From an optimization exercise on the open Yosys and OpenROAD flow, aimed at small area, a short achievable clock period and few clock cycles; shortcuts taken in it are not production practice.
Only simulation tests tie the RTL to the original design; equivalence was not proved.
Power figures rest on the tool's default switching activity, not on a simulated workload.

==> flow/run.sh <==
#!/bin/bash
# synth_recipe.tcl (not shown) runs the flow's synth.tcl, then flattens the netlist and writes it again
# the make line also repeats each setting of config.mk as NAME=value (left out here)
make -C /OpenROAD-flow-scripts/flow DESIGN_CONFIG=/design/flow/config.mk WORK_HOME=/design/flow/orfs CLKGATE_MAP_FILE= SYNTH_SCRIPT=/design/flow/synth_recipe.tcl finish
==> flow/config.mk <==
export PLATFORM = sky130hd
export DESIGN_NAME = bilinear_scaler
export DESIGN_NICKNAME = bilinear_scaler
export VERILOG_FILES = /design/flow/design.v
export SDC_FILE = /design/flow/constraint.sdc
export NUM_CORES = 4
export LEC_CHECK = 0
export CAP_MARGIN = 20
export CORE_MARGIN = 2
export CORE_UTILIZATION = 40
export SLEW_MARGIN = 20
==> flow/constraint.sdc <==
create_clock -name core_clock -period 13.0 [get_ports {clk}]
set_input_delay 2.6000 -clock core_clock [delete_from_list [all_inputs] [get_ports {clk}]]
set_output_delay 2.6000 -clock core_clock [all_outputs]
set_load 0.01 [all_outputs]
==> flow/design.v <==
module bilinear_scaler (
    input  wire        clk,
    input  wire        rst,
    input  wire        start,
    input  wire        ch4,
    input  wire [15:0] src_addr,
    input  wire [15:0] dst_addr,
    input  wire [11:0] old_w,
    input  wire [11:0] old_h,
    input  wire [11:0] new_w,
    input  wire [11:0] new_h,
    output reg         busy,
    output reg         done,
    output reg         error,
    output reg         mem_valid,
    output reg         mem_we,
    output reg  [15:0] mem_addr,
    output reg  [7:0]  mem_wdata,
    input  wire        mem_ready,
    input  wire [7:0]  mem_rdata
);
    reg        c4;
    reg [11:0] owm1, ohm1, nw, nh;
    reg [13:0] dnw, dnh;         
    reg [15:0] stride;           
    reg [15:0] stc;              
    reg [23:0] den;              
    reg [25:0] den3;             
    reg        fetching;         
    reg [12:0] rx, ry;           
    reg [15:0] pa;               
    reg [15:0] row;              
    reg [11:0] xc, yc;           
    reg [1:0]  k;                
    reg [1:0]  ti;               
    reg [1:0]  since;            
    reg        prev_triv;        
    reg [2:0]  inflight;         
    reg [15:0] dptr;
    reg [1:0]  o_ti;
    reg        o_last, o_pf;
    reg        t_v;
    reg [7:0]  t_d;
    reg [1:0]  t_ti;
    reg        t_last, t_pf;
    reg [11:0] mw_nrx, mw_rx, mw_nry, mw_ry;
    reg        mw_triv;
    reg [19:0] m1_s, m1_c;
    reg [11:0] m1_wy;
    reg        m1_v, m1_first, m1_last, m1_triv;
    reg [19:0] tp;
    reg [11:0] m_wy;
    reg        m_v, m_first, m_last, m_triv, m_den;
    reg [31:0] ps, pc;
    reg        p_v, p_first, p_last, p_triv, p_den;
    reg [31:0] num;
    reg        b_v, b_triv, b_den;
    reg [23:0] dv_r;
    reg [7:0]  dv_l;
    reg [1:0]  dv_cnt;
    reg        dv_busy;
    reg        wb_v;             
    reg [7:0]  wb_q;
    wire adv   = !mem_valid || mem_ready;
    wire rd_ok = mem_valid && !mem_we;
    wire        xnorm = (rx >= {1'b0, nw});
    wire        ynorm = (ry >= {1'b0, nh});
    wire        xi = (rx != 13'd0);
    wire        yi = (ry != 13'd0);
    wire        triv = !xi && !yi;
    wire [11:0] nrx = nw - rx[11:0];
    wire [11:0] nry = nh - ry[11:0];
    wire [1:0]  cn1 = c4 ? 2'd3 : 2'd2;       
    wire [15:0] cval = c4 ? 16'd4 : 16'd3;
    reg  [1:0]  ti_next;
    reg         tap_last;
    reg  [15:0] toff;
    always @(*) begin
        case (ti)
            2'd0: begin ti_next = xi ? 2'd1 : 2'd2; tap_last = !xi && !yi; toff = 16'd0;  end
            2'd1: begin ti_next = 2'd2;             tap_last = !yi;        toff = cval;   end
            2'd2: begin ti_next = 2'd3;             tap_last = !xi;        toff = stride; end
            default: begin ti_next = 2'd0;          tap_last = 1'b1;       toff = stc;    end
        endcase
    end
    wire [15:0] rd_addr = pa + toff;
    wire [19:0] m1_s_c, m1_c_c;
    csa_mul8 u_mul8 (.a(t_ti[0] ? mw_rx : mw_nrx), .b(t_d), .s(m1_s_c), .c(m1_c_c));
    wire [31:0] ps_c, pc_c;
    csa_mul u_mul (.a(tp), .b(m_wy), .s(ps_c), .c(pc_c));
    wire [31:0] sum_c = (p_first ? 32'd0 : num) + ps + pc;
    wire [23:0] dv_r0 = dv_r;
    wire [7:0]  dv_l0 = dv_l;
    wire [25:0] q_t   = {dv_r0, dv_l0[7:6]};
    wire [26:0] q_d1  = {1'b0, q_t} - {3'b0, den};
    wire [26:0] q_d2  = {1'b0, q_t} - {2'b0, den, 1'b0};
    wire [26:0] q_d3  = {1'b0, q_t} - {1'b0, den3};
    wire        q_ge1 = !q_d1[26];
    wire        q_ge2 = !q_d2[26];
    wire        q_ge3 = !q_d3[26];
    wire [23:0] s2_r  = q_ge3 ? q_d3[23:0] : q_ge2 ? q_d2[23:0] :
                        q_ge1 ? q_d1[23:0] : q_t[23:0];
    wire [7:0]  s2_l  = {dv_l0[5:0], q_ge2, q_ge3 | (q_ge1 & !q_ge2)};
    wire       dv_fin = (b_v && b_triv) || (dv_busy && dv_cnt == 2'd0);
    wire [7:0] dv_q   = (b_v && b_triv) ? dv_l : s2_l;
    wire [12:0] rxa = rx + {1'b0, owm1};
    wire [13:0] rxb = {1'b0, rx} + dnw;
    wire        rxw = !rxb[13];
    wire [12:0] rya = ry + {1'b0, ohm1};
    wire [13:0] ryb = {1'b0, ry} + dnh;
    wire        ryw = !ryb[13];
    wire can_tap = fetching && !xnorm && !ynorm &&
                   (!tap_last || prev_triv || since == 2'd3);
    wire wr_now  = wb_v && (dv_fin || !can_tap);
    wire last_byte_of_pixel = (k == cn1);
    always @(posedge clk) begin
        if (rst) begin
            busy      <= 1'b0;
            done      <= 1'b0;
            error     <= 1'b0;
            mem_valid <= 1'b0;
            mem_we    <= 1'b0;
            fetching  <= 1'b0;
            inflight  <= 3'd0;
            t_v       <= 1'b0;
            m_v       <= 1'b0;
            m1_v      <= 1'b0;
            m_den     <= 1'b0;
            p_v       <= 1'b0;
            p_den     <= 1'b0;
            b_v       <= 1'b0;
            b_den     <= 1'b0;
            dv_busy   <= 1'b0;
            wb_v      <= 1'b0;
        end else if (!busy) begin
            done      <= 1'b0;
            mem_valid <= 1'b0;
            if (start) begin
                c4     <= ch4;
                owm1   <= old_w - 12'd1;
                ohm1   <= old_h - 12'd1;
                dnw    <= {2'b0, old_w} - 14'd1 - {2'b0, new_w};
                dnh    <= {2'b0, old_h} - 14'd1 - {2'b0, new_h};
                nw     <= new_w;
                nh     <= new_h;
                stride <= ch4 ? {2'b0, old_w, 2'b0} : {4'b0, old_w} + {3'b0, old_w, 1'b0};
                stc    <= ch4 ? {2'b0, old_w, 2'b0} + 16'd4 : {4'b0, old_w} + {3'b0, old_w, 1'b0} + 16'd3;
                tp     <= {8'd0, new_w};
                m_wy   <= new_h;
                m_den  <= 1'b1;
                m_v    <= 1'b0;
                m1_v   <= 1'b0;
                t_v    <= 1'b0;
                p_v    <= 1'b0;
                p_den  <= 1'b0;
                b_v    <= 1'b0;
                b_den  <= 1'b0;
                dv_busy <= 1'b0;
                wb_v   <= 1'b0;
                pa     <= src_addr;
                row    <= src_addr;
                dptr   <= dst_addr;
                rx     <= 13'd0;
                ry     <= 13'd0;
                xc     <= new_w - 12'd1;
                yc     <= new_h - 12'd1;
                k      <= 2'd0;
                ti     <= 2'd0;
                since  <= 2'd3;
                prev_triv <= 1'b1;
                inflight  <= 3'd0;
                error  <= 1'b0;
                if (old_w == 12'd0 || old_h == 12'd0 ||
                    new_w == 12'd0 || new_h == 12'd0) begin
                    error <= 1'b1;
                    done  <= 1'b1;
                end else begin
                    busy     <= 1'b1;
                    fetching <= 1'b1;
                end
            end
        end else if (adv) begin
            t_v <= rd_ok;
            if (rd_ok) begin
                t_d    <= mem_rdata;
                t_ti   <= o_ti;
                t_last <= o_last;
                t_pf   <= o_pf;
            end
            if (rd_ok && o_pf) begin
                mw_nrx  <= triv ? 12'd1 : nrx;
                mw_rx   <= rx[11:0];
                mw_nry  <= triv ? 12'd1 : nry;
                mw_ry   <= ry[11:0];
                mw_triv <= triv;
            end
            if (t_v) begin
                m1_s     <= m1_s_c;
                m1_c     <= m1_c_c;
                m1_wy    <= t_ti[1] ? mw_ry : mw_nry;
                m1_first <= (t_ti == 2'd0);
                m1_last  <= t_last;
                m1_triv  <= mw_triv;
            end
            m1_v <= t_v;
            if (m1_v) begin
                tp      <= m1_s + m1_c;
                m_wy    <= m1_wy;
                m_first <= m1_first;
                m_last  <= m1_last;
                m_triv  <= m1_triv;
            end
            m_v   <= m1_v;
            m_den <= 1'b0;
            ps      <= ps_c;
            pc      <= pc_c;
            p_v     <= m_v;
            p_den   <= m_den;
            p_first <= m_first | m_den;
            p_last  <= m_last;
            p_triv  <= m_triv;
            if ((p_v && !p_last) || p_den)
                num <= sum_c;
            b_v   <= p_v && p_last;
            b_den <= p_den;
            if (p_v && p_last)
                b_triv <= p_triv;
            if (b_den)
                den <= num[23:0];
            den3 <= {2'b0, den} + {1'b0, den, 1'b0};
            if (b_v && !b_triv) begin
                dv_busy <= 1'b1;
                dv_cnt  <= 2'd2;
            end else if (dv_busy) begin
                dv_cnt <= dv_cnt - 2'd1;
                if (dv_cnt == 2'd0)
                    dv_busy <= 1'b0;
            end
            if (p_v && p_last) begin
                dv_r <= sum_c[31:8];
                dv_l <= sum_c[7:0];
            end else begin
                dv_r <= s2_r;
                dv_l <= s2_l;
            end
            if (dv_fin) begin
                wb_v <= 1'b1;
                wb_q <= dv_q;
            end else if (wr_now) begin
                wb_v <= 1'b0;
            end
            if (since != 2'd3)
                since <= since + 2'd1;
            if (wr_now) begin
                mem_valid <= 1'b1;
                mem_we    <= 1'b1;
                mem_addr  <= dptr;
                mem_wdata <= wb_q;
                dptr      <= dptr + 16'd1;
                inflight  <= inflight - 3'd1;
            end else if (can_tap) begin
                mem_valid <= 1'b1;
                mem_we    <= 1'b0;
                mem_addr  <= rd_addr;
                o_ti      <= ti;
                o_last    <= tap_last;
                o_pf      <= (k == 2'd0) && (ti == 2'd0);
                ti        <= ti_next;
                if (tap_last) begin
                    since     <= 2'd0;
                    prev_triv <= triv;
                    inflight  <= inflight + 3'd1;
                    ti        <= 2'd0;
                    if (!last_byte_of_pixel) begin
                        k  <= k + 2'd1;
                        pa <= pa + 16'd1;
                    end else begin
                        k <= 2'd0;
                        if (xc != 12'd0) begin
                            xc <= xc - 12'd1;
                            if (rxw) begin
                                rx <= rxb[12:0];
                                pa <= pa + 16'd1;
                            end else begin
                                rx <= rxa;
                                pa <= pa - {14'd0, cn1};
                            end
                        end else if (yc != 12'd0) begin
                            yc <= yc - 12'd1;
                            xc <= nw - 12'd1;
                            rx <= 13'd0;
                            if (ryw) begin
                                ry  <= ryb[12:0];
                                row <= row + stride;
                                pa  <= row + stride;
                            end else begin
                                ry  <= rya;
                                pa  <= row;
                            end
                        end else begin
                            fetching <= 1'b0;
                        end
                    end
                end
            end else begin
                mem_valid <= 1'b0;
                mem_we    <= 1'b0;
                if (fetching && xnorm) begin
                    rx <= rx - {1'b0, nw};
                    pa <= pa + cval;
                end else if (fetching && ynorm) begin
                    ry  <= ry - {1'b0, nh};
                    row <= row + stride;
                    pa  <= row + stride;
                end
            end
            if (!fetching && inflight == 3'd0 && !wb_v) begin
                busy      <= 1'b0;
                done      <= 1'b1;
                mem_valid <= 1'b0;
                mem_we    <= 1'b0;
            end
        end
    end
endmodule
module csa_mul (
    input  wire [19:0] a,
    input  wire [11:0] b,
    output wire [31:0] s,
    output wire [31:0] c
);
    wire [31:0] r0 = b[0] ? ({12'd0, a} << 0) : 32'd0;
    wire [31:0] r1 = b[1] ? ({12'd0, a} << 1) : 32'd0;
    wire [31:0] r2 = b[2] ? ({12'd0, a} << 2) : 32'd0;
    wire [31:0] r3 = b[3] ? ({12'd0, a} << 3) : 32'd0;
    wire [31:0] r4 = b[4] ? ({12'd0, a} << 4) : 32'd0;
    wire [31:0] r5 = b[5] ? ({12'd0, a} << 5) : 32'd0;
    wire [31:0] r6 = b[6] ? ({12'd0, a} << 6) : 32'd0;
    wire [31:0] r7 = b[7] ? ({12'd0, a} << 7) : 32'd0;
    wire [31:0] r8 = b[8] ? ({12'd0, a} << 8) : 32'd0;
    wire [31:0] r9 = b[9] ? ({12'd0, a} << 9) : 32'd0;
    wire [31:0] r10 = b[10] ? ({12'd0, a} << 10) : 32'd0;
    wire [31:0] r11 = b[11] ? ({12'd0, a} << 11) : 32'd0;
    wire [31:0] s0_0 = r0 ^ r1 ^ r2;
    wire [31:0] c0_0_m = (r0 & r1) | (r0 & r2) | (r1 & r2);
    wire [31:0] c0_0 = {c0_0_m[30:0], 1'b0};
    wire [31:0] s0_1 = r3 ^ r4 ^ r5;
    wire [31:0] c0_1_m = (r3 & r4) | (r3 & r5) | (r4 & r5);
    wire [31:0] c0_1 = {c0_1_m[30:0], 1'b0};
    wire [31:0] s0_2 = r6 ^ r7 ^ r8;
    wire [31:0] c0_2_m = (r6 & r7) | (r6 & r8) | (r7 & r8);
    wire [31:0] c0_2 = {c0_2_m[30:0], 1'b0};
    wire [31:0] s0_3 = r9 ^ r10 ^ r11;
    wire [31:0] c0_3_m = (r9 & r10) | (r9 & r11) | (r10 & r11);
    wire [31:0] c0_3 = {c0_3_m[30:0], 1'b0};
    wire [31:0] s1_0 = s0_0 ^ c0_0 ^ s0_1;
    wire [31:0] c1_0_m = (s0_0 & c0_0) | (s0_0 & s0_1) | (c0_0 & s0_1);
    wire [31:0] c1_0 = {c1_0_m[30:0], 1'b0};
    wire [31:0] s1_1 = c0_1 ^ s0_2 ^ c0_2;
    wire [31:0] c1_1_m = (c0_1 & s0_2) | (c0_1 & c0_2) | (s0_2 & c0_2);
    wire [31:0] c1_1 = {c1_1_m[30:0], 1'b0};
    wire [31:0] s2_0 = s1_0 ^ c1_0 ^ s1_1;
    wire [31:0] c2_0_m = (s1_0 & c1_0) | (s1_0 & s1_1) | (c1_0 & s1_1);
    wire [31:0] c2_0 = {c2_0_m[30:0], 1'b0};
    wire [31:0] s2_1 = c1_1 ^ s0_3 ^ c0_3;
    wire [31:0] c2_1_m = (c1_1 & s0_3) | (c1_1 & c0_3) | (s0_3 & c0_3);
    wire [31:0] c2_1 = {c2_1_m[30:0], 1'b0};
    wire [31:0] s3_0 = s2_0 ^ c2_0 ^ s2_1;
    wire [31:0] c3_0_m = (s2_0 & c2_0) | (s2_0 & s2_1) | (c2_0 & s2_1);
    wire [31:0] c3_0 = {c3_0_m[30:0], 1'b0};
    wire [31:0] s4_0 = s3_0 ^ c3_0 ^ c2_1;
    wire [31:0] c4_0_m = (s3_0 & c3_0) | (s3_0 & c2_1) | (c3_0 & c2_1);
    wire [31:0] c4_0 = {c4_0_m[30:0], 1'b0};
    assign s = s4_0;
    assign c = c4_0;
endmodule
module csa_mul8 (
    input  wire [11:0] a,
    input  wire [7:0] b,
    output wire [19:0] s,
    output wire [19:0] c
);
    wire [19:0] r0 = b[0] ? ({8'd0, a} << 0) : 20'd0;
    wire [19:0] r1 = b[1] ? ({8'd0, a} << 1) : 20'd0;
    wire [19:0] r2 = b[2] ? ({8'd0, a} << 2) : 20'd0;
    wire [19:0] r3 = b[3] ? ({8'd0, a} << 3) : 20'd0;
    wire [19:0] r4 = b[4] ? ({8'd0, a} << 4) : 20'd0;
    wire [19:0] r5 = b[5] ? ({8'd0, a} << 5) : 20'd0;
    wire [19:0] r6 = b[6] ? ({8'd0, a} << 6) : 20'd0;
    wire [19:0] r7 = b[7] ? ({8'd0, a} << 7) : 20'd0;
    wire [19:0] s0_0 = r0 ^ r1 ^ r2;
    wire [19:0] c0_0_m = (r0 & r1) | (r0 & r2) | (r1 & r2);
    wire [19:0] c0_0 = {c0_0_m[18:0], 1'b0};
    wire [19:0] s0_1 = r3 ^ r4 ^ r5;
    wire [19:0] c0_1_m = (r3 & r4) | (r3 & r5) | (r4 & r5);
    wire [19:0] c0_1 = {c0_1_m[18:0], 1'b0};
    wire [19:0] s1_0 = s0_0 ^ c0_0 ^ s0_1;
    wire [19:0] c1_0_m = (s0_0 & c0_0) | (s0_0 & s0_1) | (c0_0 & s0_1);
    wire [19:0] c1_0 = {c1_0_m[18:0], 1'b0};
    wire [19:0] s1_1 = c0_1 ^ r6 ^ r7;
    wire [19:0] c1_1_m = (c0_1 & r6) | (c0_1 & r7) | (r6 & r7);
    wire [19:0] c1_1 = {c1_1_m[18:0], 1'b0};
    wire [19:0] s2_0 = s1_0 ^ c1_0 ^ s1_1;
    wire [19:0] c2_0_m = (s1_0 & c1_0) | (s1_0 & s1_1) | (c1_0 & s1_1);
    wire [19:0] c2_0 = {c2_0_m[18:0], 1'b0};
    wire [19:0] s3_0 = s2_0 ^ c2_0 ^ c1_1;
    wire [19:0] c3_0_m = (s2_0 & c2_0) | (s2_0 & c1_1) | (c2_0 & c1_1);
    wire [19:0] c3_0 = {c3_0_m[18:0], 1'b0};
    assign s = s3_0;
    assign c = c3_0;
endmodule
==> run summary <==
==> final timing paths <==
path / start / end / slack (ns) / cells past startpoint
setup / recovery: mem_ready / den3[0] / 7.09 / 6
hold reg to reg: o_ti[0] / t_ti[0] / 0.42 / 0
hold / removal: o_ti[0] / t_ti[0] / 0.42 / 0
setup reg to reg: rx[1] / xc[8] / 8.05 / 12
==> cells in the mapped netlist, drive strengths merged (139+ instances only) <==
cell type  count  area (µm²)
inv          505        1900
fa           289        5790
a21oi        298        1510
edfxtp       569       17100
nand2        483        1810
and2         164        1030
clkbuf       139         523
o21ai        237        1190
nor2b        161        1010
xnor2        216        1910
ha           395        4940
nor2         310        1160
==> area by class of cell <==
| class | count | area [µm²] | area share, % |
|---|---|---|---|
| multi-input combinational | 3636 | 28600 | 53.0 |
| sequential | 588 | 17500 | 32.4 |
| tap | 1612 | 2020 | 3.73 |
| clock buffer | 87 | 1920 | 3.56 |
| inverter | 505 | 1900 | 3.51 |
| timing repair buffer | 156 | 1510 | 2.79 |
| clock inverter | 44 | 559 | 1.04 |
| antenna | 4 | 10.0 | 0.0185 |
==> registers in the layout, summed over array words and instances (netlist names), 19 cells and up <==
register	flops
den	24
den3	26
dv_r	24
m1_s	19
num	32
pc	26
ps	32
tp	20
==> routing by layer <==
layer / part of all wire (%) / vias to the layer above / wire length, µm / global-route usage, %
li1: - / 17200 / - / -
met1: 44 / 17500 / 56100 / 26.7
met2: 49 / 831 / 62600 / 35.5
met3: 4.9 / 184 / 6250 / 2.87
met4: 3.0 / 6 / 3840 / 6.35
met5: 0.033 / - / 42 / 0
==> power groups by stage <==
| stage | Clock, mW | Combinational, mW | Sequential [mW] |
|---|---|---|---|
| 2_1_floorplan | 0 | 1.17 | 2.32 |
| 3_3_place_gp | 0 | 1.55 | 2.38 |
| 3_5_place_dp | 0 | 1.58 | 2.38 |
| 4_1_cts | 2.18 | 1.59 | 2.34 |
| 5_1_grt | 2.25 | 1.80 | 2.35 |
| 6_report | 2.14 | 1.58 | 2.34 |
==> worst max-delay path, delay by kind of cell <==
family | cells | cell delay, ns
buffers and inverters | 3 | 2.13
and+or+nand+nor | 3 | 1.32
==> cells by family (layout without fill, tap and decap cells) <==
logic type,count (synthesis),after routing,synth area share [%]
AO/OA/AOI/OAI,1017,1017,13.5
flip-flops,588,588,35.9
XOR/XNOR,334,334,6.07
buffers and inverters,679,792,5.33
AND/OR/NAND/NOR,1511,1511,15.2
other,0,4,0
multiplexers,90,90,1.94
adder cells (fa/ha/maj),684,684,22.1
==> stage by stage <==
step                instance area, µm²  hold WS (ns)  utilization [%]  instances
floorplan                        48600         0.400                -       4903
global placement                 51500         0.402             42.8       6496
detailed placement               51500         0.405             42.8       6496
CTS                              54000         0.418             44.9       6627
global route                     54000         0.425             44.9       6628
finish                           54000         0.415             44.9       6632
==> run summary <==
status no timing/DRC/antenna violations; Worst VDD drop 0.0000872 V; CTS Sinks 588; top_reg_cell synth edfxtp_1; initial antenna violation count 7; net switching power 1.88 mW; final hold viol count 0; critical path class in2reg; fill count 11,500; worst-skew pair later-pin latency 0.64 ns; CP Max Fanout 76; Rows 127; CP max stage cell buf_4; sequential share of power 38.7%; Starting Density 40.4%; Async SR Flop Fraction 0%; Rel. slew slack 25.1%; share of cells above drive strength 1 5.02%; GP Congestion 0.905; Via density 5.38; core area 120,000 µm²; register bit total from synthesis 588; Yosys warnings 1; Via Count 35,700; Pleak 21.7 nW; Switching Fraction 31.1%; initial DRC count 2,253; commonest non-fill, non-tap cell in the layout edfxtp_1; Mapped Nets 5,680; largest net degree at the start of global routing 133; CTS resizes 0; Worst EP required 13.26 ns; synthesized area 48,600 µm²; DP Worst Slack 6.45 ns; RSZ-0062 raised after global routing false; Clk network pwr share 35.3%; worst clock skew 0.0278 ns; Final ANT Viol Nets 0; sequential fraction of the synthesis area 35.9%; nets 5,735; startpoint type of the worst setup path input port; slowest stage delay, CP 0.85 ns; commonest non-fill, non-tap cells in the layout 569 x edfxtp_1, 503 x inv_1, 482 x nand2_1; Avg Cell Area, Syn 9.91 µm²; GR Util All Layers 20.6%; total CTS buffers 71; Max Slew Vio Count 0; post-layout min period 5.91 ns; pwr/cell area 112 nW/µm²; CP endpoint kind flop; worst slew pin tran 1.09 ns; Die Area 124,000 µm²; # IOs 122; port buffer count 121; fin worst setup slack 7.09 ns; grt ovf 0; clock-pin slew on the worst setup and hold paths 0.06 ns; Post-synth EDFFs 569; cts-stage hold buffer count 0; Tcrit/Tclk final 45.5%; Area Overhead vs Synth 11.1%; vias in the first global route 36,100; Die Height 353 µm; Setup violations, final 0; Hold WC Path Type reg2reg; DR pass1 iterations 6; CTS tree yes; postcts setup bufs 0; Die Width 353 µm; Clock Tree Root clkbuf_16; Internal Pwr Total 4.17 mW; cells along the critical path clkdlybuf4s50_1 > nand2b_1 > and2_1 > nand2_1 > inv_4 > buf_4; fmax 169 MHz; final WL 129,000 µm; Max H-tree Level 3; logic gate share of total power 26.0%; Worst Path Arrival 6.17 ns; post-DR wirelength/cell 19.4 µm; Mapped Cells 4,903; first-pass GRT wire length 203,000 µm; Sum Neg Setup Slack 0 ns; drt drc 0; Power, Total 6.05 mW; clk buf depth 3; DP Wirelength 99,400 µm; Yosys cell types 105; max cap viols 0
Testbench counts, summed over its fixed seeds: cycles 189,067.

## port drivers added, routing unchanged
The flow's constraints put no driver on any port. The routed layout listed below was extracted and timed again, unchanged, in two steps.
Step 1, drivers: a clkbuf_16 drives clk and a buf_2 each remaining input, both assumed.
Step 2 times the ports against the registers' clock, not the clock port: input delays grow and output delays shrink by t, the midpoint of the rising clock arrivals with the driver on.
a / b / c = ideal / step 1 / step 2; a / b = the first two.
shift t [ns]: 0.706
slack for setup (ns): 7.086 / 7.096 / 6.390
clock arrival spread, ns: 0.041 / 0.041
worst data-port slew with drivers (ns): 0.15
pins driven straight from the clock port: 1
After both steps this run still meets setup and hold. The setup slack of this run moves by +0.010 ns with the drivers and by -0.696 ns with both steps.
